What follows belongs to an exercise in optimizing a design on an open flow for small area, a short achievable clock period and few clock cycles; a production flow would make more cautious choices.
No functional check of the RTL was part of any run shown here.

===== flow/config.mk =====
export PLATFORM = sky130hd
export DESIGN_NAME = css_disckey
export DESIGN_NICKNAME = css_disckey
export VERILOG_FILES = /design/flow/design.v
export SDC_FILE = /design/flow/constraint.sdc
export NUM_CORES = 4
export LEC_CHECK = 0
export CAP_MARGIN = 20
export CORE_MARGIN = 2
export CORE_UTILIZATION = 40
export PLACE_DENSITY = 0.6
export SLEW_MARGIN = 20

===== flow/constraint.sdc =====
create_clock -name core_clock -period 6.0 [get_ports {clk}]
set_input_delay 1.2000 -clock core_clock [delete_from_list [all_inputs] [get_ports {clk}]]
set_output_delay 1.2000 -clock core_clock [all_outputs]
set_load 0.01 [all_outputs]

===== flow/design.v =====
module css_t1 (
    input  wire [7:0] a,
    output wire [7:0] t1
);
    wire x07 = a[7] ^ (a[5] | a[4]);
    wire x11 = a[1] & a[0];
    wire x12 = a[2] ^ x11;
    wire x14 = a[6] ^ (a[5] & a[4]);
    wire x18 = a[3] ^ x11;
    wire x21 = a[5] & ~a[4];
    assign t1[0] = ~x18;
    assign t1[1] = ~x14;
    assign t1[2] = (~a[5] | (t1[0] & (~a[6] | a[4]))) & (a[6] | x18 | x21);
    assign t1[3] = (a[3] | x14) ^ (a[1] & (~a[0] | x14));
    assign t1[4] = ~x12;
    assign t1[5] = ~x07;
    assign t1[6] = (a[2] | x07) ^ (a[0] & (~a[1] | x07));
    assign t1[7] = (t1[4] | a[7] | x21) & (~a[7] | ~a[5] | a[4]) & (a[4] | x12);
endmodule
module css_disckey (
    input  wire        clk,
    input  wire        rst,         
    input  wire        start,
    output wire        ready,
    output wire [8:0]  slot_addr,
    input  wire [39:0] slot_data,
    output wire        done,
    output wire        found,
    output wire [39:0] disc_key
);
    localparam [31:0] KB0 = 32'h7BD57BD2;
    localparam [31:0] KB1 = 32'hD1F1DFF6;
    localparam [31:0] KB2 = 32'h1595220B;
    localparam [31:0] KB3 = 32'h2FF92F58;
    localparam [31:0] KB4 = 32'h14BFBFE1;
    localparam [31:0] KB5 = 32'hD84791B3;
    localparam [31:0] KB6 = 32'hC7243A82;
    localparam [31:0] KB7 = 32'h088EF578;
    localparam [31:0] KB8 = 32'h97134F2F;
    localparam [31:0] KB9 = 32'hF19D1BDF;
    localparam [31:0] KB10 = 32'h6541308B;
    localparam [31:0] KB11 = 32'h2C1BE881;
    localparam [31:0] KB12 = 32'hD0B151D0;
    localparam [31:0] KB13 = 32'h231A68F7;
    localparam [31:0] KB14 = 32'h512AAEA8;
    localparam [31:0] KB15 = 32'h2EEA2129;
    localparam [31:0] KB16 = 32'h6A5581C6;
    localparam [31:0] KB17 = 32'hEB31DD3E;
    localparam [31:0] KB18 = 32'h12F48663;
    localparam [31:0] KB19 = 32'hD28AEDCB;
    localparam [31:0] KB20 = 32'hC040D826;
    localparam [31:0] KB21 = 32'h31F2D59C;
    localparam [31:0] KB22 = 32'hD6FFDEF9;
    localparam [31:0] KB23 = 32'hFFBBF828;
    localparam [31:0] KB24 = 32'hFC754119;
    localparam [31:0] KB25 = 32'h0F1A6E6B;
    localparam [31:0] KB26 = 32'hA9003075;
    localparam [31:0] KB27 = 32'h159A9502;
    localparam [31:0] KB28 = 32'h7E9F7E3A;
    localparam [31:0] KB29 = 32'h78CD17FE;
    localparam [31:0] KB30 = 32'h5858EBFC;
    localparam [31:0] KB31 = 32'hE41E7019;
    localparam [31:0] KB32 = 32'hE9601300;
    localparam [31:0] KB33 = 32'h583AD4C4;
    localparam [31:0] KB34 = 32'h2A7E0D62;
    localparam [31:0] KB35 = 32'hCB7A6C7A;
    localparam [31:0] KB36 = 32'h0BDBED4B;
    localparam [31:0] KB37 = 32'h7D524355;
    localparam [31:0] KB38 = 32'hC0EE96FD;
    localparam [31:0] KB39 = 32'hA0EE00B2;
    wire [4:0]  pidx_w;
    wire [39:0] kp_tab = {KB39[pidx_w], KB38[pidx_w], KB37[pidx_w], KB36[pidx_w], KB35[pidx_w], KB34[pidx_w], KB33[pidx_w], KB32[pidx_w], KB31[pidx_w], KB30[pidx_w], KB29[pidx_w], KB28[pidx_w], KB27[pidx_w], KB26[pidx_w], KB25[pidx_w], KB24[pidx_w], KB23[pidx_w], KB22[pidx_w], KB21[pidx_w], KB20[pidx_w], KB19[pidx_w], KB18[pidx_w], KB17[pidx_w], KB16[pidx_w], KB15[pidx_w], KB14[pidx_w], KB13[pidx_w], KB12[pidx_w], KB11[pidx_w], KB10[pidx_w], KB9[pidx_w], KB8[pidx_w], KB7[pidx_w], KB6[pidx_w], KB5[pidx_w], KB4[pidx_w], KB3[pidx_w], KB2[pidx_w], KB1[pidx_w], KB0[pidx_w]};
    reg         busy;
    reg  [8:0]  addr_r;       
    reg         pres_val;     
    reg         pres_bub;     
    reg  [4:0]  pidx;         
    reg         s0_ver, s0_val, s0_bub, s0_last;
    reg         v1, l1, v2, l2, v3, l3;
    reg         done_r, found_r;
    reg  [39:0] vc;           
    reg  [39:0] r1;           
    reg  [39:0] r2;           
    reg  [39:0] r3k;          
    reg  [39:0] r3c;          
    assign pidx_w = pidx;
    wire [39:0] kp = s0_ver ? 40'd0 : kp_tab;
    wire [39:0] e = slot_data;
    wire [39:0] te;
    genvar g;
    generate
        for (g = 0; g < 5; g = g + 1) begin : g_t1e
            css_t1 u (.a(e[8*g +: 8]), .t1(te[8*g +: 8]));
        end
    endgenerate
    wire [39:0] d1;
    assign d1[39:8] = kp[39:8] ^ te[39:8] ^ e[31:0];
    assign d1[7:0]  = kp[7:0] ^ te[7:0] ^ d1[39:32];
    wire [39:0] td;
    generate
        for (g = 0; g < 5; g = g + 1) begin : g_t1d
            css_t1 u (.a(r1[8*g +: 8]), .t1(td[8*g +: 8]));
        end
    endgenerate
    wire [39:0] cand = kp ^ td ^ {r1[31:0], 8'd0};
    wire [39:0] kc;
    css_ks u_ks (.ck(r2), .k(kc));
    wire [39:0] dv;
    assign dv[39:8] = r3k[39:8] ^ vc[39:8];
    assign dv[7:0]  = r3k[7:0] ^ r3k[39:32] ^ vc[7:0];
    wire [39:0] tv;
    generate
        for (g = 0; g < 5; g = g + 1) begin : g_t1v
            css_t1 u (.a(dv[8*g +: 8]), .t1(tv[8*g +: 8]));
        end
    endgenerate
    wire [39:0] want = r3k ^ {dv[31:0], 8'd0} ^ r3c;    
    wire        hit  = v3 && (tv == want);
    wire        fin  = !done_r && (hit || (v3 && l3));
    always @(posedge clk) begin
        r1  <= d1;
        r2  <= cand;
        r3k <= kc;
        if (!hit) r3c <= r2;
        if (s0_ver) vc <= d1;
    end
    always @(posedge clk) begin
        if (rst) begin
            busy     <= 1'b0;
            addr_r   <= 9'd0;
            pres_val <= 1'b0;
            pres_bub <= 1'b0;
            pidx     <= 5'd0;
            s0_ver   <= 1'b0;
            s0_val   <= 1'b0;
            s0_bub   <= 1'b0;
            s0_last  <= 1'b0;
            v1 <= 1'b0; l1 <= 1'b0;
            v2 <= 1'b0; l2 <= 1'b0;
            v3 <= 1'b0; l3 <= 1'b0;
            done_r   <= 1'b0;
            found_r  <= 1'b0;
        end else begin
            done_r  <= fin;
            if (fin) found_r <= hit;
            s0_ver  <= 1'b0;
            s0_val  <= pres_val;
            s0_bub  <= pres_bub;
            s0_last <= pres_val && (addr_r == 9'd408) && (pidx == 5'd31);
            v1 <= s0_val; l1 <= s0_last;
            v2 <= v1;     l2 <= l1;
            v3 <= v2;     l3 <= l2;
            if (s0_bub) pidx <= pidx + 5'd1;
            if (pres_val) begin
                if (addr_r == 9'd408) begin
                    pres_val <= 1'b0;
                    pres_bub <= (pidx != 5'd31);
                end else begin
                    addr_r <= addr_r + 9'd1;
                end
            end else if (pres_bub) begin
                pres_bub <= 1'b0;
                pres_val <= 1'b1;
                addr_r   <= 9'd1;
            end
            if (!busy) begin
                if (start) begin
                    busy     <= 1'b1;
                    s0_ver   <= 1'b1;
                    pres_val <= 1'b1;
                    pres_bub <= 1'b0;
                    addr_r   <= 9'd1;
                    pidx     <= 5'd0;
                end
            end else if (done_r) begin
                busy     <= 1'b0;
                addr_r   <= 9'd0;
                pres_val <= 1'b0;
                pres_bub <= 1'b0;
                s0_val   <= 1'b0;
                s0_bub   <= 1'b0;
                s0_last  <= 1'b0;
                v1 <= 1'b0; v2 <= 1'b0; v3 <= 1'b0;
                l1 <= 1'b0; l2 <= 1'b0; l3 <= 1'b0;
            end
        end
    end
    assign ready     = !busy;
    assign slot_addr = addr_r;
    assign done      = done_r;
    assign found     = found_r;
    assign disc_key  = r3c;
endmodule
module css_ks (
    input  wire [39:0] ck,
    output wire [39:0] k
);
    wire x40 = ck[2] ^ ck[12];
    wire x41 = ck[1] ^ ck[11];
    wire x42 = ck[0] ^ ck[10];
    wire x43 = ck[9] ^ ck[15];
    wire x44 = ck[8] ^ ck[14];
    wire x45 = ck[7] ^ x40;
    wire x46 = ck[6] ^ x41;
    wire x47 = ck[4] ^ x43;
    wire x48 = ck[5] ^ x42;
    wire x49 = ck[3] ^ x44;
    wire x50 = ck[13] ^ x48;
    wire x51 = x45 ^ x47;
    wire x52 = x46 ^ x49;
    wire x53 = ck[26] ^ ck[35];
    wire x54 = ck[36] ^ ck[39];
    wire x55 = ck[19] ^ ck[28];
    wire x56 = ck[20] ^ ck[29];
    wire x57 = ck[21] ^ ck[30];
    wire x58 = ck[22] ^ ck[31];
    wire x59 = ck[23] ^ ck[27];
    wire x60 = ck[23] ^ ck[32];
    wire x61 = ck[24] ^ ck[33];
    wire x62 = ck[25] ^ ck[34];
    wire x63 = ck[27] ^ ck[30];
    wire x64 = ck[13] ^ x52;
    wire x65 = ck[18] ^ ck[25];
    wire x66 = ck[26] ^ ck[29];
    wire x67 = ck[32] ^ ck[36];
    wire x68 = ck[33] ^ ck[37];
    wire x69 = ck[34] ^ ck[38];
    wire x70 = ck[22] ^ x53;
    wire x71 = ck[28] ^ x56;
    wire x72 = ck[31] ^ x60;
    wire x73 = ck[35] ^ x54;
    wire x74 = ck[0] ^ ck[13];
    wire x75 = ck[1] ^ ck[14];
    wire x76 = ck[2] ^ ck[15];
    wire x77 = ck[16] ^ ck[17];
    wire x78 = ck[16] ^ ck[24];
    wire x79 = ck[16] ^ ck[31];
    wire x80 = ck[17] ^ ck[18];
    wire x81 = ck[17] ^ ck[24];
    wire x82 = ck[28] ^ ck[34];
    wire x83 = ck[29] ^ ck[35];
    wire x84 = ck[13] ^ x42;
    wire x85 = ck[19] ^ x60;
    wire x86 = ck[20] ^ x61;
    wire x87 = ck[21] ^ x62;
    wire x88 = ck[25] ^ x81;
    wire x89 = ck[27] ^ x55;
    wire x90 = ck[33] ^ x57;
    wire x91 = ck[34] ^ x58;
    wire x92 = x53 ^ x69;
    wire x93 = x54 ^ x59;
    wire x94 = x57 ^ x66;
    wire x95 = x58 ^ x63;
    wire x96 = x59 ^ x78;
    wire x97 = x61 ^ x67;
    wire x98 = x62 ^ x68;
    wire x99 = x70 ^ x93;
    wire x100 = ck[27] ^ x73;
    wire x101 = ck[35] ^ x72;
    wire x102 = ck[30] ^ x91;
    wire x103 = ck[29] ^ x90;
    wire x104 = ck[32] ^ x71;
    wire x105 = ck[31] ^ x89;
    wire x106 = ck[26] ^ x63;
    wire x107 = x65 ^ x66;
    wire x108 = ck[28] ^ x88;
    wire x109 = ck[38] ^ x70;
    wire x110 = x87 ^ x109;
    wire x111 = ck[37] ^ x86;
    wire x112 = x87 ^ x111;
    wire x113 = ck[36] ^ x85;
    wire x114 = x86 ^ x113;
    wire x115 = ck[35] ^ x58;
    wire x116 = x85 ^ x115;
    wire x117 = ck[18] ^ x57;
    wire x118 = x91 ^ x117;
    wire x119 = x56 ^ x80;
    wire x120 = x90 ^ x119;
    wire x121 = ck[32] ^ x55;
    wire x122 = x56 ^ x77;
    wire x123 = x121 ^ x122;
    wire x124 = x55 ^ x79;
    wire x125 = x73 ^ x124;
    wire x126 = ck[18] ^ ck[30];
    wire x127 = x54 ^ x69;
    wire x128 = x126 ^ x127;
    wire x129 = ck[38] ^ x68;
    wire x130 = x80 ^ x83;
    wire x131 = x129 ^ x130;
    wire x132 = ck[37] ^ x67;
    wire x133 = x77 ^ x82;
    wire x134 = x132 ^ x133;
    wire x135 = ck[33] ^ ck[39];
    wire x136 = x79 ^ x135;
    wire x137 = ck[32] ^ ck[38];
    wire x138 = x63 ^ x137;
    wire x139 = x73 ^ x138;
    wire x140 = ck[29] ^ ck[31];
    wire x141 = ck[37] ^ x140;
    wire x142 = x92 ^ x141;
    wire x143 = ck[28] ^ ck[30];
    wire x144 = ck[36] ^ x143;
    wire x145 = x98 ^ x144;
    wire x146 = ck[27] ^ x83;
    wire x147 = x97 ^ x146;
    wire x148 = x53 ^ x82;
    wire x149 = x72 ^ x148;
    wire x150 = ck[33] ^ x62;
    wire x151 = x95 ^ x150;
    wire x152 = ck[32] ^ x61;
    wire x153 = x94 ^ x152;
    wire x154 = ck[25] ^ x71;
    wire x155 = x72 ^ x154;
    wire x156 = ck[24] ^ x55;
    wire x157 = x95 ^ x156;
    wire x158 = x59 ^ x94;
    wire x159 = ck[22] ^ ck[26];
    wire x160 = x65 ^ x159;
    wire x161 = x71 ^ x160;
    wire x162 = ck[21] ^ x88;
    wire x163 = x89 ^ x162;
    wire x164 = ck[20] ^ ck[26];
    wire x165 = x96 ^ x164;
    wire x166 = ck[19] ^ x65;
    wire x167 = x99 ^ x166;
    wire x168 = ck[15] ^ x40;
    wire x169 = ck[14] ^ x41;
    wire x170 = x40 ^ x43;
    wire x171 = x41 ^ x44;
    wire x172 = x43 ^ x45;
    wire x173 = x44 ^ x46;
    wire x174 = ck[2] ^ x50;
    wire x175 = ck[1] ^ x51;
    wire x176 = ck[0] ^ x52;
    wire x177 = ck[15] ^ x50;
    wire x178 = ck[14] ^ x51;
    wire x179 = x40 ^ x50;
    wire x180 = x41 ^ x51;
    wire x181 = x42 ^ x52;
    wire x182 = x43 ^ x50;
    wire x183 = x44 ^ x51;
    wire x184 = x45 ^ x50;
    wire x185 = x46 ^ x51;
    wire x186 = x48 ^ x52;
    wire x187 = x47 ^ x50;
    wire x188 = x49 ^ x51;
    wire x189 = ck[2] ^ ck[13];
    wire x190 = x52 ^ x189;
    wire x191 = ck[1] ^ x45;
    wire x192 = x50 ^ x191;
    wire x193 = ck[0] ^ x46;
    wire x194 = x51 ^ x193;
    wire x195 = x48 ^ x76;
    wire x196 = x52 ^ x195;
    wire x197 = x47 ^ x75;
    wire x198 = x50 ^ x197;
    wire x199 = x49 ^ x74;
    wire x200 = x51 ^ x199;
    wire x201 = ck[12] ^ ck[13];
    wire x202 = ck[15] ^ x201;
    wire x203 = x52 ^ x202;
    wire x204 = ck[11] ^ ck[14];
    wire x205 = x45 ^ x204;
    wire x206 = x50 ^ x205;
    wire x207 = ck[10] ^ ck[13];
    wire x208 = x46 ^ x207;
    wire x209 = x51 ^ x208;
    wire [39:0] a, b;
    assign a[0] = x100;
    assign a[1] = x92;
    assign a[2] = x98;
    assign a[3] = x97;
    assign a[4] = x101;
    assign a[5] = x102;
    assign a[6] = x103;
    assign a[7] = x104;
    assign a[8] = x105;
    assign a[9] = ~x106;
    assign a[10] = x107;
    assign a[11] = x108;
    assign a[12] = x96;
    assign a[13] = x99;
    assign a[14] = x110;
    assign a[15] = x112;
    assign a[16] = x114;
    assign a[17] = ~x116;
    assign a[18] = ~x118;
    assign a[19] = x120;
    assign a[20] = x123;
    assign a[21] = ~x125;
    assign a[22] = ~x128;
    assign a[23] = x131;
    assign a[24] = x134;
    assign a[25] = x136;
    assign a[26] = x139;
    assign a[27] = x142;
    assign a[28] = x145;
    assign a[29] = x147;
    assign a[30] = x149;
    assign a[31] = x151;
    assign a[32] = x153;
    assign a[33] = x155;
    assign a[34] = x157;
    assign a[35] = ~x158;
    assign a[36] = x161;
    assign a[37] = x163;
    assign a[38] = ~x165;
    assign a[39] = x167;
    assign b[0] = x76;
    assign b[1] = x75;
    assign b[2] = x74;
    assign b[3] = x168;
    assign b[4] = x169;
    assign b[5] = x84;
    assign b[6] = x170;
    assign b[7] = x171;
    assign b[8] = ~x84;
    assign b[9] = x172;
    assign b[10] = x173;
    assign b[11] = ~x50;
    assign b[12] = x51;
    assign b[13] = x52;
    assign b[14] = ~x174;
    assign b[15] = x175;
    assign b[16] = x176;
    assign b[17] = ~x177;
    assign b[18] = x178;
    assign b[19] = x64;
    assign b[20] = ~x179;
    assign b[21] = x180;
    assign b[22] = x181;
    assign b[23] = ~x182;
    assign b[24] = x183;
    assign b[25] = ~x64;
    assign b[26] = ~x184;
    assign b[27] = x185;
    assign b[28] = x186;
    assign b[29] = ~x187;
    assign b[30] = x188;
    assign b[31] = ~x190;
    assign b[32] = ~x192;
    assign b[33] = x194;
    assign b[34] = x196;
    assign b[35] = ~x198;
    assign b[36] = x200;
    assign b[37] = ~x203;
    assign b[38] = ~x206;
    assign b[39] = x209;
    assign k = a + b;
endmodule

===== flow/run.sh =====
#!/bin/bash
# synth_recipe.tcl (not shown) runs the flow's synth.tcl, then flattens the netlist and writes it again
# the make line also repeats each setting of config.mk as NAME=value (left out here)
make -C /OpenROAD-flow-scripts/flow DESIGN_CONFIG=/design/flow/config.mk WORK_HOME=/design/flow/orfs CLKGATE_MAP_FILE= SYNTH_SCRIPT=/design/flow/synth_recipe.tcl finish

==> results.py, run 1 <==
metrics = {
    "status": {
        "outcome": "timing/DRC/antenna clean",
    },
    "yosys": {
        "synth_edf_count": 80,
        "synth_common_cells": "xnor2_1 (409), a21oi_1 (153), dfxtp_1 (149), xor2_1 (134), nor2_1 (125)",
        "ys_async_sr_fraction_pct": 0,
        "synth.top_cell.area_share_pct": 21.0,
        "synthAdderAreaFrac_pct": 3.92,
        "ys_ff_latch": 229,
        "synth_area_per_cell_sq_um": 8.93,
        "yosys.area_share.simple_pct": 12.4,
        "synth_top_family_by_area": "XOR/XNOR gates",
        "muxShareOfSynthArea_pct": 0.900,
        "synthXorXnorAreaFrac_pct": 30.7,
        "synth_compound_area_share_pct": 17.5,
        "synth_seq_area_share_pct": 31.5,
        "synthesis.nets": 2009,
        "ys.flop_type": "dfxtp_1",
        "ys_warn_count": 1,
        "synth_cells": 1913,
        "synth.distinct_cells": 83,
        "synthTopCellsByArea": "xnor2_1 (21%), dfxtp_1 (17%), edfxtp_1 (14%)",
        "synthMostInstantiatedCell": "xnor2_1",
        "synth_area_sq_um": 17100,
        "synth_top_area_cell": "xnor2_1",
    },
    "worst_setup_path": {
        "critical-path-top-delay-family": "compound AO/OA/AOI/OAI gates",
        "crit_chain": "xor2_1 > xnor2_1 > xor2_1 > xor2_1 > xnor2_1 > inv_1 > ha_1 > a21oi_1 > o21ai_1 > or3_1 > nor3_1 > o21ai_1 > a31oi_1 > o22ai_1 > a221oi_1 > xnor2_1",
        "crit_required_ns": 6.46,
        "reg2reg_from": "r2[1]",
        "worstSetupStartpointType": "register",
        "slowest_stage": "dfxtp_1",
        "critPathArrivalTime_ns": 5.29,
        "end_kind": "register",
        "max_stage_delay_ns": 0.48,
        "startpoint": "r2[1]",
        "critical_path.max_fanout": 7,
        "criticalPathCategory": "reg2reg",
        "crit_buf_inv": 1,
    },
    "sta": {
        "fmax_mhz": 207,
        "finalClockSkew_ns": 0.0292,
        "finalHoldViolCount": 0,
        "timing.hold.ws_ns": 0.423,
        "worst_slew_pin_slew_ns": 1.05,
        "slew_viol_final": 0,
        "setup_violations": 0,
        "slew_headroom_pct": 29.4,
        "period_needed_ns": 4.83,
        "setup-tns-final_ns": 0,
        "rsz0062_at_grt": "no",
        "period_share_pct": 80.4,
    },
    "global_routing": {
        "grtUsageMet3_pct": 2.44,
        "antenna_found_initial": 0,
        "grt_max_degree": 73,
        "grt_overflow": 0,
        "grt.total_usage_pct": 26.8,
        "use_met1_pct": 37.6,
        "grt_pass1_wl_mm": 88.9,
        "met2_usage_pct": 43.6,
        "busiest_layer": "met2",
        "first_global_vias": 13794,
    },
    "clocking": {
        "clock_sinks": 229,
        "cts.clk_slew.worst_paths_ns": 0.06,
        "clk_latency_ns": 0.55,
        "cts_max_path_buffers": 3,
        "cts-root-buf": "clkbuf_16",
        "tritoncts": "yes",
        "cts-resized-gates": 0,
        "ctsHoldBuffers": 0,
        "postCtsSetupBuffers": 0,
        "ctsHtreeMaxLevel": 1,
        "cts_buffers": 26,
    },
    "route": {
        "drt_iter0_drc": 1680,
        "drt-vias-per-instance": 5.73,
        "wl_mm": 60.3,
        "drc": 0,
        "avgRoutedWirePerCell_um": 23.8,
        "first_pass_iters": 5,
        "vias": 14536,
        "ant_nets": 0,
    },
    "floorplanning": {
        "die_area_sq_um": 44400,
        "start_util_pct": 40.7,
        "die_w_um": 211,
        "num_rows": 75,
        "core_area_sq_um": 42000,
        "die_h_um": 211,
        "boundaryPins": 95,
    },
    "placed_design": {
        "port_buffers": 94,
        "hpwlAfterDp_mm": 49.5,
        "gp_congestion": 0.958,
        "dpl_cell_area_sq_um": 18500,
    },
    "layout": {
        "postLayoutCellArea_sq_um": 19400,
        "drive_gt1_share_pct": 4.25,
        "diodes": 0,
        "nets": 2074,
        "area_growth_pct": 13.6,
    },
    "min_path": {
        "hold_start": "l1",
        "hold_class": "reg2reg",
    },
    "run": {
        "maxCapViolCount": 0,
    },
}
-- sequential cells by signal, indices dropped and copies added, names as in the netlist, 5 cells and up --
signal	count
pidx	5
r3c	40
vc	40
addr_r	9
r2	40
r3k	40
r1	40
-- worst paths after layout --
check,to,slack [ns],cells after the start
worst max-delay path,r3k[38],1.17,16
worst min-delay path,l2,0.42,1
worst max register to register,r3k[38],1.17,16
worst min register to register,l2,0.42,1
-- cells by family after synthesis --
kind of cell / after synthesis
compound gates: 472
xor+xnor: 566
fa+ha+maj: 53
buf+inv: 142
flops: 229
mux: 14
simple gates: 437
-- cell type report --
| cell class | count | area, sq um |
|---|---|---|
| clock buffer | 32 | 716 |
| clock inverter | 16 | 169 |
| fill | 4104 | 22600 |
| inverter | 77 | 289 |
| multi-input combinational | 1542 | 11200 |
| sequential | 229 | 5390 |
| tap | 539 | 674 |
| timing repair buffer | 102 | 1000 |
-- placed cells by master (no fill, tap or decap), types with 19 or more instances in the layout --
master           netlist  layout
edfxtp_1              80      80
nor2_1               125     125
ha_1                  52      52
xor2_1               134     134
nand2_1              119     119
o211ai_1              21      21
nand3_1               40      40
a211oi_1              19      19
a21oi_1              153     153
a21o_1                24      24
o21ai_0               98      98
nor3_1                30      30
clkbuf_16              0      28
clkdlybuf4s50_1        0      94
xnor2_1              409     409
dfxtp_1              149     145
o22ai_1               20      20
a31oi_1               27      27
inv_1                 76      76
nand2b_1              23      23
-- per-layer routing --
layer | vias to the layer above | wire length [um] | part of all wire, %
met3 | 95 | 3770 | 6.2
met2 | 603 | 27500 | 46
met4 | 0 | 2150 | 3.6
met1 | 6984 | 26900 | 45
met5 | - | 0 | 0
li1 | 6854 | - | -
-- worst reg2reg max path: cells and delay by family, from the launching register on --
kind,cells,cell delay [ns]
buffers and inverters,1,0.10
xor gates and xnor gates,6,1.56
AOI/OAI and AO/OA,6,1.62
and+or+nand+nor,2,0.58
adders and majority gates,1,0.41
DFF,1,0.48
-- metrics by stage --
stage | cells | setup slack [ns] | utilization (%)
final | 2537 | 1.17 | 46.2
after global routing | 2537 | 0.751 | 46.2
after CTS | 2537 | 1.23 | 46.2
after detailed placement | 2489 | 1.27 | 44.1
after global placement | 2489 | 1.37 | 44.1
after floorplan | 1913 | 1.94 | -
==> run 2: changes to the inputs <==
--- a/flow/config.mk
+++ b/flow/config.mk
@@ -10,3 +10,4 @@
 export CORE_UTILIZATION = 40
 export PLACE_DENSITY = 0.6
+export SETUP_SLACK_MARGIN = 2.5
 export SLEW_MARGIN = 20
==> run 2 against run 1 <==
Net effect:
- final cell count up 1.9%
- sequential share of layout area down 1.6 points
- register-to-register slack better by 1.0 ns
- die area did not move
- via count rose by 0.83%
- largest cell class unchanged
- highest routed layer unchanged
==> results.py, run 2 <==
metrics = {
    "route": {
        "wl_met3_mm": 4.33,
        "drc": 0,
        "vias": 14656,
        "m1WireLength_mm": 26.8,
        "dr.max_layer_used": "met4",
        "wl_met2_mm": 28.4,
        "first_pass_iters": 12,
        "drt-vias-per-instance": 5.67,
        "wl_mm": 61.9,
        "ant_nets": 0,
        "avgRoutedWirePerCell_um": 23.9,
        "drt_iter0_drc": 1526,
    },
    "sta": {
        "slew_viol_final": 0,
        "finalHoldViolCount": 0,
        "slew_headroom_pct": 37.7,
        "worst_slew_pin_slew_ns": 0.928,
        "timing.hold.ws_ns": 0.427,
        "finalClockSkew_ns": 0.0284,
        "setup_violations": 0,
        "fmax_mhz": 263,
        "period_share_pct": 63.5,
        "setup-tns-final_ns": 0,
        "rsz0062_at_grt": "yes",
        "period_needed_ns": 3.81,
    },
    "clocking": {
        "clk_latency_ns": 0.56,
        "cts.clk_slew.worst_paths_ns": 0.06,
        "cts_buffers": 26,
        "cts-root-buf": "clkbuf_16",
        "ctsHtreeMaxLevel": 1,
        "tritoncts": "yes",
        "clock_sinks": 229,
        "cts_max_path_buffers": 3,
    },
    "yosys": {
        "ys_async_sr_fraction_pct": 0,
        "synth_cells": 1913,
        "synth_area_sq_um": 17100,
        "synthMostInstantiatedCell": "xnor2_1",
        "synth_common_cells": "xnor2_1 (409), a21oi_1 (153), dfxtp_1 (149), xor2_1 (134), nor2_1 (125)",
        "synthTopCellsByArea": "xnor2_1 (21%), dfxtp_1 (17%), edfxtp_1 (14%)",
        "ys_warn_count": 1,
        "synth_area_per_cell_sq_um": 8.93,
        "synth_top_area_cell": "xnor2_1",
        "ys.flop_type": "dfxtp_1",
        "synth_seq_area_share_pct": 31.5,
        "synth_edf_count": 80,
        "synth.top_cell.area_share_pct": 21.0,
        "ys_ff_latch": 229,
        "synthesis.nets": 2009,
        "synth.distinct_cells": 83,
    },
    "worst_setup_path": {
        "startpoint": "r2[11]",
        "crit_buf_inv": 1,
        "critical_path.max_fanout": 4,
        "crit_required_ns": 6.44,
        "end_kind": "register",
        "worstSetupStartpointType": "register",
        "max_stage_delay_ns": 0.39,
        "critical-path-top-delay-family": "XOR/XNOR gates",
        "reg2reg_from": "r2[11]",
        "cpMostUsedCell": "xor2_2",
        "critPathArrivalTime_ns": 4.25,
        "slowest_stage": "or3_4",
        "crit_chain": "xor2_4 > xnor2_2 > xor2_2 > xor2_2 > xnor2_2 > xor2_2 > inv_2 > ha_4 > o21ai_2 > o21bai_1 > or3_4 > nor3_4 > o21ai_2 > a31oi_4 > o22ai_2 > a221oi_2 > xnor2_1",
        "criticalPathCategory": "reg2reg",
    },
    "layout": {
        "seq_area_sq_um": 5430,
        "layout_common_cells": "xnor2_1 (382), a21oi_1 (138), dfxtp_1 (123)",
        "n_fill_cell": 3990,
        "diodes": 0,
        "multiInputGateArea_sq_um": 12100,
        "drive_gt1_share_pct": 13.2,
        "nets": 2121,
        "area_growth_pct": 21.2,
        "postLayoutCellArea_sq_um": 20700,
        "final_common_cell": "xnor2_1",
    },
    "floorplanning": {
        "die_area_sq_um": 44400,
        "die_w_um": 211,
        "core_area_sq_um": 42000,
        "boundaryPins": 95,
        "start_util_pct": 40.7,
        "die_h_um": 211,
        "num_rows": 75,
    },
    "min_path": {
        "hold_start": "v2",
        "hold_class": "reg2reg",
    },
    "global_routing": {
        "first_global_vias": 13911,
        "antenna_found_initial": 1,
        "grt_overflow": 0,
        "grt_pass1_wl_mm": 89.7,
        "grt_max_degree": 73,
        "grt.total_usage_pct": 27.1,
    },
    "placed_design": {
        "gp_congestion": 1.00,
        "port_buffers": 94,
        "hpwlAfterDp_mm": 49.9,
        "dpl_cell_area_sq_um": 18600,
    },
    "status": {
        "outcome": "timing/DRC/antenna clean",
    },
    "run": {
        "maxCapViolCount": 0,
    },
}
## run 2: metal layers
| metal | GRT usage, % | up-vias |
|---|---|---|
| met3 | 2.96 | 114 |
| met4 | 9.25 | 0 |
| met1 | 37.3 | 6993 |
| met5 | 0 | - |
| met2 | 44.4 | 633 |
| li1 | - | 6916 |
## run 2: kinds of logic after synthesis
| kind of cell | count (synthesis) | share of synthesized area, % |
|---|---|---|
| compound gates | 472 | 17.5 |
| simple gates | 437 | 12.4 |
| fa+ha+maj | 53 | 3.92 |
| buf+inv | 142 | 3.13 |
| xor+xnor | 566 | 30.7 |
| flops | 229 | 31.5 |
| mux | 14 | 0.900 |
## run 2: path summary, 6_finish.rpt
kind	endpoint	slack (ns)	cells past startpoint
worst min-delay path	v3	0.43	1
worst min register to register	v3	0.43	1
worst max-delay path	r3k[38]	2.19	17
worst max register to register	r3k[38]	2.19	17
## run 2: layout make-up
class | instances | area share (%)
tap | 539 | 3.26
clock inverter | 12 | 0.664
sequential | 229 | 26.2
clock buffer | 36 | 3.37
timing repair buffer | 149 | 6.79
inverter | 77 | 1.41
multi-input combinational | 1542 | 58.3
## run 2: metrics by stage
stage / utilization, % / setup slack, ns / instances
2_1_floorplan: - / 2.32 / 1913
3_3_place_gp: 44.3 / 1.87 / 2488
3_5_place_dp: 44.3 / 1.77 / 2488
4_1_cts: 47.9 / 2.13 / 2569
5_1_grt: 49.3 / 2.01 / 2584
6_report: 49.3 / 2.19 / 2584
## run 2: timing repair
action,CTS,global route
gates resized for setup,79,96
hold buffers,0,0
buffers inserted,33,15
pin swaps,33,41
endpoints found under the setup margin,70,80
==> run 3: changes to the inputs <==
--- a/flow/config.mk
+++ b/flow/config.mk
@@ -6,4 +6,5 @@
 export NUM_CORES = 4
 export LEC_CHECK = 0
+export ABC_CLOCK_PERIOD_IN_PS = 3000
 export CAP_MARGIN = 20
 export CORE_MARGIN = 2
==> run 3 against run 2 <==
Net effect:
- core utilization stayed put
- critical path depth stayed put
- critical path type unchanged
- critical endpoint unchanged
- highest routed layer unchanged
==> results.py, run 3 <==
metrics = {
    "route": {
        "avgRoutedWirePerCell_um": 23.9,
        "drc": 0,
        "drt-vias-per-instance": 5.67,
        "drt_iter0_drc": 1526,
        "first_pass_iters": 12,
        "ant_nets": 0,
        "wl_mm": 61.9,
        "vias": 14656,
    },
    "clocking": {
        "cts_max_path_buffers": 3,
        "cts_buffers": 26,
        "cts-root-buf": "clkbuf_16",
        "cts.clk_slew.worst_paths_ns": 0.06,
        "ctsHtreeMaxLevel": 1,
        "clock_sinks": 229,
        "ctsHoldBuffers": 0,
        "tritoncts": "yes",
        "clk_latency_ns": 0.56,
    },
    "floorplanning": {
        "boundaryPins": 95,
        "die_area_sq_um": 44400,
        "die_w_um": 211,
        "start_util_pct": 40.7,
        "core_area_sq_um": 42000,
        "die_h_um": 211,
        "num_rows": 75,
    },
    "global_routing": {
        "first_global_vias": 13911,
        "antenna_found_initial": 1,
        "grt_overflow": 0,
        "grt.total_usage_pct": 27.1,
        "grt_max_degree": 73,
        "grt_pass1_wl_mm": 89.7,
    },
    "worst_setup_path": {
        "critical_path.max_fanout": 4,
        "critPathArrivalTime_ns": 4.25,
        "startpoint": "r2[11]",
        "worstSetupStartpointType": "register",
        "crit_required_ns": 6.44,
        "reg2reg_from": "r2[11]",
        "end_kind": "register",
        "criticalPathCategory": "reg2reg",
    },
    "status": {
        "outcome": "timing/DRC/antenna clean",
    },
    "layout": {
        "diodes": 0,
        "fin_util_pct": 49.3,
        "area_growth_pct": 21.2,
        "layout_common_cells": "xnor2_1 (382), a21oi_1 (138), dfxtp_1 (123)",
        "nets": 2121,
        "final_common_cell": "xnor2_1",
        "drive_gt1_share_pct": 13.2,
        "final_cells": 2584,
        "postLayoutCellArea_sq_um": 20700,
    },
    "sta": {
        "setup_violations": 0,
        "slew_viol_final": 0,
        "fmax_mhz": 263,
        "setup-tns-final_ns": 0,
        "slew_headroom_pct": 37.7,
        "period_share_pct": 63.5,
        "finalHoldViolCount": 0,
        "rsz0062_at_grt": "yes",
        "finalClockSkew_ns": 0.0284,
        "period_needed_ns": 3.81,
        "worst_slew_pin_slew_ns": 0.928,
    },
    "yosys": {
        "synth.top_cell.area_share_pct": 21.0,
        "synth_area_per_cell_sq_um": 8.93,
        "synth_seq_area_share_pct": 31.5,
        "ys_ff_latch": 229,
        "synth_cells": 1913,
        "ys.flop_type": "dfxtp_1",
        "synth_top_area_cell": "xnor2_1",
        "ys_warn_count": 1,
        "synth_common_cells": "xnor2_1 (409), a21oi_1 (153), dfxtp_1 (149), xor2_1 (134), nor2_1 (125)",
        "synth.distinct_cells": 83,
        "synthesis.nets": 2009,
        "synth_area_sq_um": 17100,
        "synth_edf_count": 80,
        "ys_async_sr_fraction_pct": 0,
        "synthTopCellsByArea": "xnor2_1 (21%), dfxtp_1 (17%), edfxtp_1 (14%)",
        "synthMostInstantiatedCell": "xnor2_1",
    },
    "placed_design": {
        "gp_congestion": 1.00,
        "dpl_cell_area_sq_um": 18600,
        "dp.cells": 2488,
        "hpwlAfterDp_mm": 49.9,
        "port_buffers": 94,
    },
    "run": {
        "maxCapViolCount": 0,
    },
    "min_path": {
        "hold_start": "v2",
        "hold_class": "reg2reg",
    },
}
run 3: timing repair:
item / in CTS / in global routing
buffers inserted: 33 / 15
hold endpoints to repair: 0 / 0
setup endpoints to repair: 70 / 80
pin swaps: 33 / 41
cloned: 0 / 0
resized for setup: 79 / 96
run 3: kinds of logic after synthesis:
group	share of synthesized area, %
muxes	0.900
buffers and inverters	3.13
DFF	31.5
and+or+nand+nor	12.4
adders and majority gates	3.92
AOI/OAI and AO/OA	17.5
xor gates and xnor gates	30.7
run 3: final timing paths:
path,endpoint,slack [ns],cells past startpoint
max reg2reg,r3k[38],2.19,17
min,v3,0.43,1
min reg2reg,v3,0.43,1
max,r3k[38],2.19,17
run 3: through the flow:
stage / worst slack [ns] / hold slack, ns
final: 2.19 / 0.427
after global routing: 2.01 / 0.449
after CTS: 2.13 / 0.430
after detailed placement: 1.77 / 0.412
after global placement: 1.87 / 0.412
after floorplan: 2.32 / 0.406
run 3: metal layers:
layer,wire length (um),part of all wire (%),GRT usage (%)
met5,0,0,0
met4,2300,3.7,9.25
met3,4330,7.0,2.96
met2,28400,46,44.4
met1,26800,43,37.3
run 3: critical path: stages, from the launching register on:
cell and delay [ns]:
dfxtp_4 0.36, xor2_4 0.19, xnor2_2 0.24, xor2_2 0.23, xor2_2 0.31, xnor2_2 0.19, xor2_2 0.24, inv_2 0.07
ha_4 0.24, o21ai_2 0.11, o21bai_1 0.11, or3_4 0.39, nor3_4 0.18, o21ai_2 0.11, a31oi_4 0.25, o22ai_2 0.12
a221oi_2 0.26, xnor2_1 0.10
run 3: layout make-up:
type / count / area [sq um]
clock buffers: 36 / 698
clock inverters: 12 / 138
fillers: 3990 / 21300
inverters: 77 / 292
multi-input cells: 1542 / 12100
flip-flops and latches: 229 / 5430
well taps: 539 / 674
repair buffers: 149 / 1410
==> run 4: changes to the inputs <==
--- a/flow/design.v
+++ b/flow/design.v
@@ -82,5 +82,5 @@
     reg  [39:0] r1;           
     reg  [39:0] r2;           
-    reg  [39:0] r3k;          
+    reg  [39:0] r3d;          
     reg  [39:0] r3c;          
     assign pidx_w = pidx;
@@ -96,17 +96,23 @@
     wire [39:0] d1;
     assign d1[39:8] = kp[39:8] ^ te[39:8] ^ e[31:0];
-    assign d1[7:0]  = kp[7:0] ^ te[7:0] ^ d1[39:32];
+    assign d1[7:0]  = kp[7:0] ^ te[7:0];
+    wire [39:0] vc_d = {d1[39:8], d1[7:0] ^ d1[39:32]};
+    wire [39:0] dd = {r1[39:8], r1[7:0] ^ r1[39:32]};
     wire [39:0] td;
     generate
         for (g = 0; g < 5; g = g + 1) begin : g_t1d
-            css_t1 u (.a(r1[8*g +: 8]), .t1(td[8*g +: 8]));
+            css_t1 u (.a(dd[8*g +: 8]), .t1(td[8*g +: 8]));
         end
     endgenerate
-    wire [39:0] cand = kp ^ td ^ {r1[31:0], 8'd0};
+    wire [39:0] cand = kp ^ td ^ {dd[31:0], 8'd0};
     wire [39:0] kc;
     css_ks u_ks (.ck(r2), .k(kc));
-    wire [39:0] dv;
-    assign dv[39:8] = r3k[39:8] ^ vc[39:8];
-    assign dv[7:0]  = r3k[7:0] ^ r3k[39:32] ^ vc[7:0];
+    wire [39:0] dv_d;
+    assign dv_d[39:8] = kc[39:8] ^ vc[39:8];
+    assign dv_d[7:0]  = kc[7:0] ^ kc[39:32] ^ vc[7:0];
+    wire [39:0] dv = r3d;
+    wire [39:0] kv;
+    assign kv[39:8] = dv[39:8] ^ vc[39:8];
+    assign kv[7:0]  = dv[7:0] ^ dv[39:32] ^ vc[39:32] ^ vc[7:0];
     wire [39:0] tv;
     generate
@@ -115,5 +121,5 @@
         end
     endgenerate
-    wire [39:0] want = r3k ^ {dv[31:0], 8'd0} ^ r3c;    
+    wire [39:0] want = kv ^ {dv[31:0], 8'd0} ^ r3c;    
     wire        hit  = v3 && (tv == want);
     wire        fin  = !done_r && (hit || (v3 && l3));
@@ -121,7 +127,7 @@
         r1  <= d1;
         r2  <= cand;
-        r3k <= kc;
+        r3d <= dv_d;
         if (!hit) r3c <= r2;
-        if (s0_ver) vc <= d1;
+        if (s0_ver) vc <= vc_d;
     end
     always @(posedge clk) begin
--- a/flow/config.mk
+++ b/flow/config.mk
@@ -6,9 +6,8 @@
 export NUM_CORES = 4
 export LEC_CHECK = 0
-export ABC_CLOCK_PERIOD_IN_PS = 3000
 export CAP_MARGIN = 20
 export CORE_MARGIN = 2
 export CORE_UTILIZATION = 40
 export PLACE_DENSITY = 0.6
-export SETUP_SLACK_MARGIN = 2.5
+export SETUP_SLACK_MARGIN = 3.5
 export SLEW_MARGIN = 20
==> run 4 against run 3 <==
Net effect:
- critical path depth is 5 lower
- synthesized area is 2.2% higher
- via count is 7.1% higher
- hold slack worse by 0.0028 ns
- die area is 2.1% higher
- synthesized cell count is 2.3% higher
- final area is 15% higher
- critical endpoint is now r3d[5]
- highest routed layer unchanged
==> results.py, run 4 <==
metrics = {
    "status": {
        "outcome": "timing/DRC/antenna clean",
    },
    "clocking": {
        "tritoncts": "yes",
        "cts.clk_slew.worst_paths_ns": 0.07,
        "cts_buffers": 27,
        "clock_sinks": 229,
        "clk_latency_ns": 0.56,
        "ctsHtreeMaxLevel": 1,
        "cts-root-buf": "clkbuf_16",
        "cts_max_path_buffers": 3,
    },
    "floorplanning": {
        "num_rows": 76,
        "boundaryPins": 95,
        "core_area_sq_um": 43100,
        "start_util_pct": 40.5,
        "die_w_um": 213,
        "die_area_sq_um": 45300,
        "die_h_um": 213,
    },
    "sta": {
        "period_needed_ns": 4.14,
        "slew_headroom_pct": 47.3,
        "rsz0062_at_grt": "yes",
        "slew_viol_final": 0,
        "period_share_pct": 69.0,
        "timing.hold.ws_ns": 0.424,
        "setup-tns-final_ns": 0,
        "worst_slew_pin_slew_ns": 0.786,
        "finalClockSkew_ns": 0.0149,
        "setup_violations": 0,
        "fmax_mhz": 241,
        "finalWorstSetupSlack_ns": 1.86,
        "finalHoldViolCount": 0,
    },
    "route": {
        "drt_iter0_drc": 1355,
        "ant_nets": 0,
        "avgRoutedWirePerCell_um": 24.3,
        "drc": 0,
        "drt-vias-per-instance": 5.62,
        "wl_mm": 68.0,
        "vias": 15697,
        "first_pass_iters": 6,
    },
    "global_routing": {
        "grt_pass1_wl_mm": 97.7,
        "grt_overflow": 0,
        "grt.total_usage_pct": 29.4,
        "grt_max_degree": 72,
        "first_global_vias": 15308,
        "antenna_found_initial": 0,
    },
    "min_path": {
        "hold_start": "s0_val",
        "hold_class": "reg2reg",
    },
    "worst_setup_path": {
        "reg2reg_from": "r2[30]",
        "worstSetupStartpointType": "register",
        "critical_path.max_fanout": 7,
        "crit_chain": "xor3_2 > xor2_1 > ha_1 > a21o_1 > nand2_1 > o211ai_1 > nor3b_2 > or4b_4 > a211o_4 > a21boi_4 > mux2_4 > or4_4",
        "r2r_setup_slack_ns": 1.86,
        "end_kind": "register",
        "max_stage_delay_ns": 0.55,
        "slowest_stage": "xor3_2",
        "critPathArrivalTime_ns": 4.58,
        "criticalPathCategory": "reg2reg",
        "startpoint": "r2[30]",
        "crit_required_ns": 6.44,
    },
    "yosys": {
        "ys.flop_type": "dfxtp_1",
        "ys_async_sr_fraction_pct": 0,
        "synthesis.nets": 2052,
        "synth_seq_area_share_pct": 30.8,
        "synth.distinct_cells": 88,
        "synthMostInstantiatedCell": "xnor2_1",
        "synth_edf_count": 80,
        "synth_area_per_cell_sq_um": 8.92,
        "synth_area_sq_um": 17500,
        "synth_cells": 1957,
        "synth_common_cells": "xnor2_1 (444), xor2_1 (151), dfxtp_1 (149), a21oi_1 (137), nand2_1 (127)",
        "synthTopCellsByArea": "xnor2_1 (22%), dfxtp_1 (17%), edfxtp_1 (14%)",
        "synth.top_cell.area_share_pct": 22.3,
        "ys_warn_count": 1,
        "synth_top_area_cell": "xnor2_1",
        "ys_ff_latch": 229,
    },
    "run": {
        "maxCapViolCount": 0,
    },
    "layout": {
        "drive_gt1_share_pct": 29.9,
        "final_cells": 2792,
        "area_growth_pct": 35.9,
        "diodes": 0,
        "layout_common_cells": "xnor2_1 (369), buf_4 (157), nand2_1 (122)",
        "nets": 2281,
        "seq_area_sq_um": 5550,
        "postLayoutCellArea_sq_um": 23700,
        "final_common_cell": "xnor2_1",
        "n_fill_cell": 3843,
        "multiInputGateArea_sq_um": 13700,
    },
    "placed_design": {
        "dpl_cell_area_sq_um": 19100,
        "dp.cells": 2552,
        "hpwlAfterDp_mm": 50.4,
        "gp_congestion": 0.983,
        "preCtsSetupSlack_ns": 1.32,
        "port_buffers": 94,
    },
}
## run 4: changes by cell type after synthesis, moves of 8 or more
cell / before / now
nand3_1: 40 / 28
xnor2_1: 409 / 444
nand2_1: 119 / 127
nor2b_1: 9 / 21
o211ai_1: 21 / 11
a21oi_1: 153 / 137
o21ai_0: 98 / 86
a31oi_1: 27 / 19
clkbuf_1: 46 / 77
nor2_1: 125 / 115
xor2_1: 134 / 151
## run 4: final cells by class
cell class	instances	share of cell area, %
repair buffers	289	10.6
clock inverters	15	0.802
well taps	585	3.08
flip-flops and latches	229	23.4
multi-input cells	1558	57.6
inverters	81	1.35
clock buffers	35	3.20
## run 4: metal layers
metal	routed length, um	up-vias	global-route usage [%]
met3	4050	189	2.71
met2	32200	699	49.4
met1	27400	7586	37.4
met4	4350	0	15.6
met5	0	-	0
li1	-	7223	-
## run 4: critical path: cells and delay by family (launching register included)
family          cells  cell delay, ns
simple gates        4            1.20
compound gates      4            0.89
xor+xnor            2            0.72
flops               1            0.47
fa+ha+maj           1            0.42
mux                 1            0.31
## run 4: path summary, 6_finish.rpt
kind,endpoint,cells after the start
setup / recovery,r3d[5],12
hold / removal,v1,1
setup reg to reg,r3d[5],12
hold reg to reg,v1,1
## run 4: repair_timing
item / CTS / global route
pin swaps: 78 / 114
buffers inserted: 101 / 83
endpoints found under the hold margin: 0 / 0
gates cloned: 6 / 0
resized for setup: 449 / 242
hold buffers: 0 / 0
setup endpoints to repair: 254 / 144
## run 4: per-stage QoR
stage	utilization [%]
floorplan	-
global placement	44.3
detailed placement	44.3
CTS	51.5
global route	55.1
finish	55.1
## run 4: logic make-up after synthesis
group	Yosys count	synth area share, %
compound gates	438	16.2
mux	21	1.38
xor+xnor	613	32.1
fa+ha+maj	52	3.77
flops	229	30.8
buf+inv	176	3.83
simple gates	428	11.8
==> run 5: changes to the inputs <==
--- a/flow/config.mk
+++ b/flow/config.mk
@@ -10,4 +10,4 @@
 export CORE_UTILIZATION = 40
 export PLACE_DENSITY = 0.6
-export SETUP_SLACK_MARGIN = 3.5
+export SETUP_SLACK_MARGIN = 2.5
 export SLEW_MARGIN = 20
==> run 5 against run 4 <==
Net effect:
- still clean
- final cell count shrank 4.5%
- fmax grew 2.0%
- core utilization fell by 6.2 points
- wire length is 6.9% lower
- die area is the same
- sequential share of layout area grew 2.6 points
- synthesized area unchanged
- setup slack improved by 0.081 ns
- non-clock buffer count fell by 120
- count of clock-buffer cells in the layout fell by 6
- highest routed layer unchanged
==> results.py, run 5 <==
metrics = {
    "worst_setup_path": {
        "r2r_setup_slack_ns": 1.94,
        "crit_required_ns": 6.46,
        "max_stage_delay_ns": 0.50,
        "reg2reg_from": "r2[12]",
        "criticalPathCategory": "reg2reg",
        "worstSetupStartpointType": "register",
        "crit_buf_inv": 1,
        "critPathArrivalTime_ns": 4.52,
        "cpMostUsedCell": "xor2_2",
        "end_kind": "register",
        "rr_endpoint": "r3d[5]",
        "slowest_stage": "or4b_4",
        "crit_chain": "xnor2_4 > xor2_2 > xor2_2 > xor2_2 > buf_6 > ha_4 > nand3_4 > o221a_4 > o211ai_1 > nor3b_2 > or4b_4 > a211o_4 > a21boi_4 > mux2_4 > or4_1",
        "critical_path.max_fanout": 4,
        "critical-path-top-delay-family": "simple AND/OR/NAND/NOR gates",
        "worst_r2r_path_depth": 15,
    },
    "sta": {
        "finalHoldViolCount": 0,
        "finalClockSkew_ns": 0.0409,
        "slew_viol_final": 0,
        "slew_headroom_pct": 22.5,
        "period_needed_ns": 4.06,
        "rsz0062_at_grt": "yes",
        "setup_violations": 0,
        "fmax_mhz": 246,
        "period_share_pct": 67.7,
        "worst_slew_pin_slew_ns": 1.14,
        "setup-tns-final_ns": 0,
    },
    "yosys": {
        "ys_ff_latch": 229,
        "synthMostInstantiatedCell": "xnor2_1",
        "synth_area_per_cell_sq_um": 8.92,
        "synthTopCellsByArea": "xnor2_1 (22%), dfxtp_1 (17%), edfxtp_1 (14%)",
        "synth_cells": 1957,
        "synth_common_cells": "xnor2_1 (444), xor2_1 (151), dfxtp_1 (149), a21oi_1 (137), nand2_1 (127)",
        "synthesis.nets": 2052,
        "ys.flop_type": "dfxtp_1",
        "ys_warn_count": 1,
        "synth_top_area_cell": "xnor2_1",
        "synth_edf_count": 80,
        "synth_area_sq_um": 17500,
        "ys_async_sr_fraction_pct": 0,
        "synth.top_cell.area_share_pct": 22.3,
        "synth_seq_area_share_pct": 30.8,
        "synth.distinct_cells": 88,
    },
    "floorplanning": {
        "die_area_sq_um": 45300,
        "boundaryPins": 95,
        "die_h_um": 213,
        "num_rows": 76,
        "start_util_pct": 40.5,
        "core_area_sq_um": 43100,
        "die_w_um": 213,
    },
    "global_routing": {
        "grt.total_usage_pct": 27.7,
        "antenna_found_initial": 1,
        "grt_pass1_wl_mm": 92.3,
        "grt_max_degree": 71,
        "first_global_vias": 14139,
        "grt_overflow": 0,
    },
    "placed_design": {
        "gp_congestion": 0.996,
        "hpwlAfterDp_mm": 50.3,
        "port_buffers": 94,
    },
    "layout": {
        "diodes": 0,
        "n_fill_cell": 4077,
        "fin_util_pct": 48.9,
        "final_common_cell": "xnor2_1",
        "drive_gt1_share_pct": 12.7,
        "area_growth_pct": 20.6,
        "layout_common_cells": "xnor2_1 (426), xor2_1 (136), a21oi_1 (131)",
        "nets": 2155,
    },
    "route": {
        "wl_mm": 63.3,
        "vias": 14785,
        "ant_nets": 0,
        "drc": 0,
        "drt_iter0_drc": 1387,
        "first_pass_iters": 7,
        "drt-vias-per-instance": 5.55,
        "avgRoutedWirePerCell_um": 23.7,
    },
    "clocking": {
        "tritoncts": "yes",
        "cts_buffers": 27,
        "clock_sinks": 229,
        "cts_max_path_buffers": 3,
        "cts.clk_slew.worst_paths_ns": 0.07,
        "ctsHoldBuffers": 0,
        "cts-root-buf": "clkbuf_16",
        "clk_latency_ns": 0.58,
        "ctsHtreeMaxLevel": 1,
    },
    "min_path": {
        "min_to": "v1",
        "hold_class": "reg2reg",
        "hold_start": "s0_val",
        "min_delay_path_depth": 1,
    },
    "run": {
        "maxCapViolCount": 0,
    },
    "status": {
        "outcome": "timing/DRC/antenna clean",
    },
}
==> run 5: cell count changes in the layout (fill, tap and decap cells not counted), moves of 22 or more <==
| cell | before | now |
|---|---|---|
| dfxtp_2 | 40 | 14 |
| dfxtp_1 | 79 | 119 |
| xnor2_2 | 59 | 11 |
| buf_6 | 41 | 9 |
| a21oi_1 | 107 | 131 |
| buf_4 | 157 | 66 |
| dlygate4sd2_1 | 30 | 0 |
| xnor2_1 | 369 | 426 |
| xor2_2 | 34 | 12 |
| clkdlybuf4s50_1 | 9 | 94 |
==> run 5: what timing repair did <==
| action | 4_1_cts | 5_1_grt |
|---|---|---|
| pin swaps | 30 | 21 |
| setup endpoints to repair | 100 | 76 |
| buffers inserted | 32 | 31 |
| resized for setup | 108 | 34 |
==> run 5: routing by layer <==
| layer | part of all wire (%) | vias to the layer above | global-route usage, % |
|---|---|---|---|
| li1 | - | 6964 | - |
| met1 | 42 | 7065 | 35.9 |
| met2 | 46 | 584 | 45.9 |
| met3 | 5.6 | 172 | 2.84 |
| met4 | 6.1 | 0 | 14.1 |
| met5 | 0 | - | 0 |
==> run 5: worst register-to-register path: stages (launching register included) <==
cell and delay (ns):
dfxtp_2 0.36, xnor2_4 0.20, xor2_2 0.23, xor2_2 0.23, xor2_2 0.09, buf_6 0.14
ha_4 0.29, nand3_4 0.07, o221a_4 0.27, o211ai_1 0.10, nor3b_2 0.08, or4b_4 0.50
a211o_4 0.39, a21boi_4 0.23, mux2_4 0.32, or4_1 0.45
==> run 5: metrics by stage <==
stage                     std cells  setup WS, ns  hold WS (ns)  instance area (sq um)
after global routing           2666          1.83         0.451                  21100
after detailed placement       2553          1.32         0.414                  19000
after global placement         2553          1.36         0.407                  19000
after CTS                      2635          1.97         0.428                  20700
after floorplan                1957          1.89         0.403                  17600
final                          2666          1.94         0.424                  21100
==> run 5: area by class of cell <==
type | count | area [sq um] | area share [%]
Sequential cell | 229 | 5460 | 25.9
Tap cell | 585 | 732 | 3.48
Clock buffer | 29 | 693 | 3.29
Clock inverter | 21 | 220 | 1.05
Timing Repair Buffer | 169 | 1540 | 7.30
Inverter | 81 | 307 | 1.46
Multi-Input combinational cell | 1552 | 12100 | 57.5
==> run 5: kinds of logic after synthesis <==
kind of cell | Yosys count | share of synthesized area [%]
AOI/OAI and AO/OA | 438 | 16.2
xor gates and xnor gates | 613 | 32.1
adders and majority gates | 52 | 3.77
buffers and inverters | 176 | 3.83
DFF | 229 | 30.8
muxes | 21 | 1.38
and+or+nand+nor | 428 | 11.8
==> run 5: how the worst max path moves through the flow <==
stage | startpoint | end | slack [ns] | cells after the start
after detailed placement | r2[15] | r3d[5] | 1.32 | 14
final | r2[12] | r3d[5] | 1.94 | 15
after global placement | r2[15] | r3d[5] | 1.36 | 14
after CTS | r2[2] | r3d[5] | 1.97 | 15
after global routing | r2[9] | r3d[5] | 1.83 | 15
after floorplan | r2[15] | r3d[5] | 1.89 | 15

[port drivers added, routing unchanged]
In the flow no input, the clock included, has a driving cell. The finished layouts below were timed again as built, in two steps. Step 1 (the two cells are an assumption about what drives the block):
set clk [get_ports {clk}]
set_driving_cell -lib_cell sky130_fd_sc_hd__clkbuf_16 $clk
set_driving_cell -lib_cell sky130_fd_sc_hd__buf_2 [delete_from_list [all_inputs] $clk]
Step 2 moves the port delays by t, midway between the first and last clock arrival at a register: inputs arrive t later, outputs are due t later. That takes back most of the time a late clock gives input paths. Slacks: ideal ports / drivers / drivers and shift; pairs: ideal ports / drivers.
run | t (ns) | setup WS [ns] | worst setup path after step 2
run 1 | 0.591 | 1.174 / 1.174 / 1.174 | register to register
run 2 | 0.592 | 2.193 / 2.193 / 2.189 | input to register
run 3 | 0.592 | 2.193 / 2.193 / 2.189 | input to register
run 4 | 0.608 | 1.858 / 1.858 / 1.858 | register to register
run 5 | 0.611 | 1.940 / 1.940 / 1.940 | register to register
After both steps every run listed still meets setup and hold.
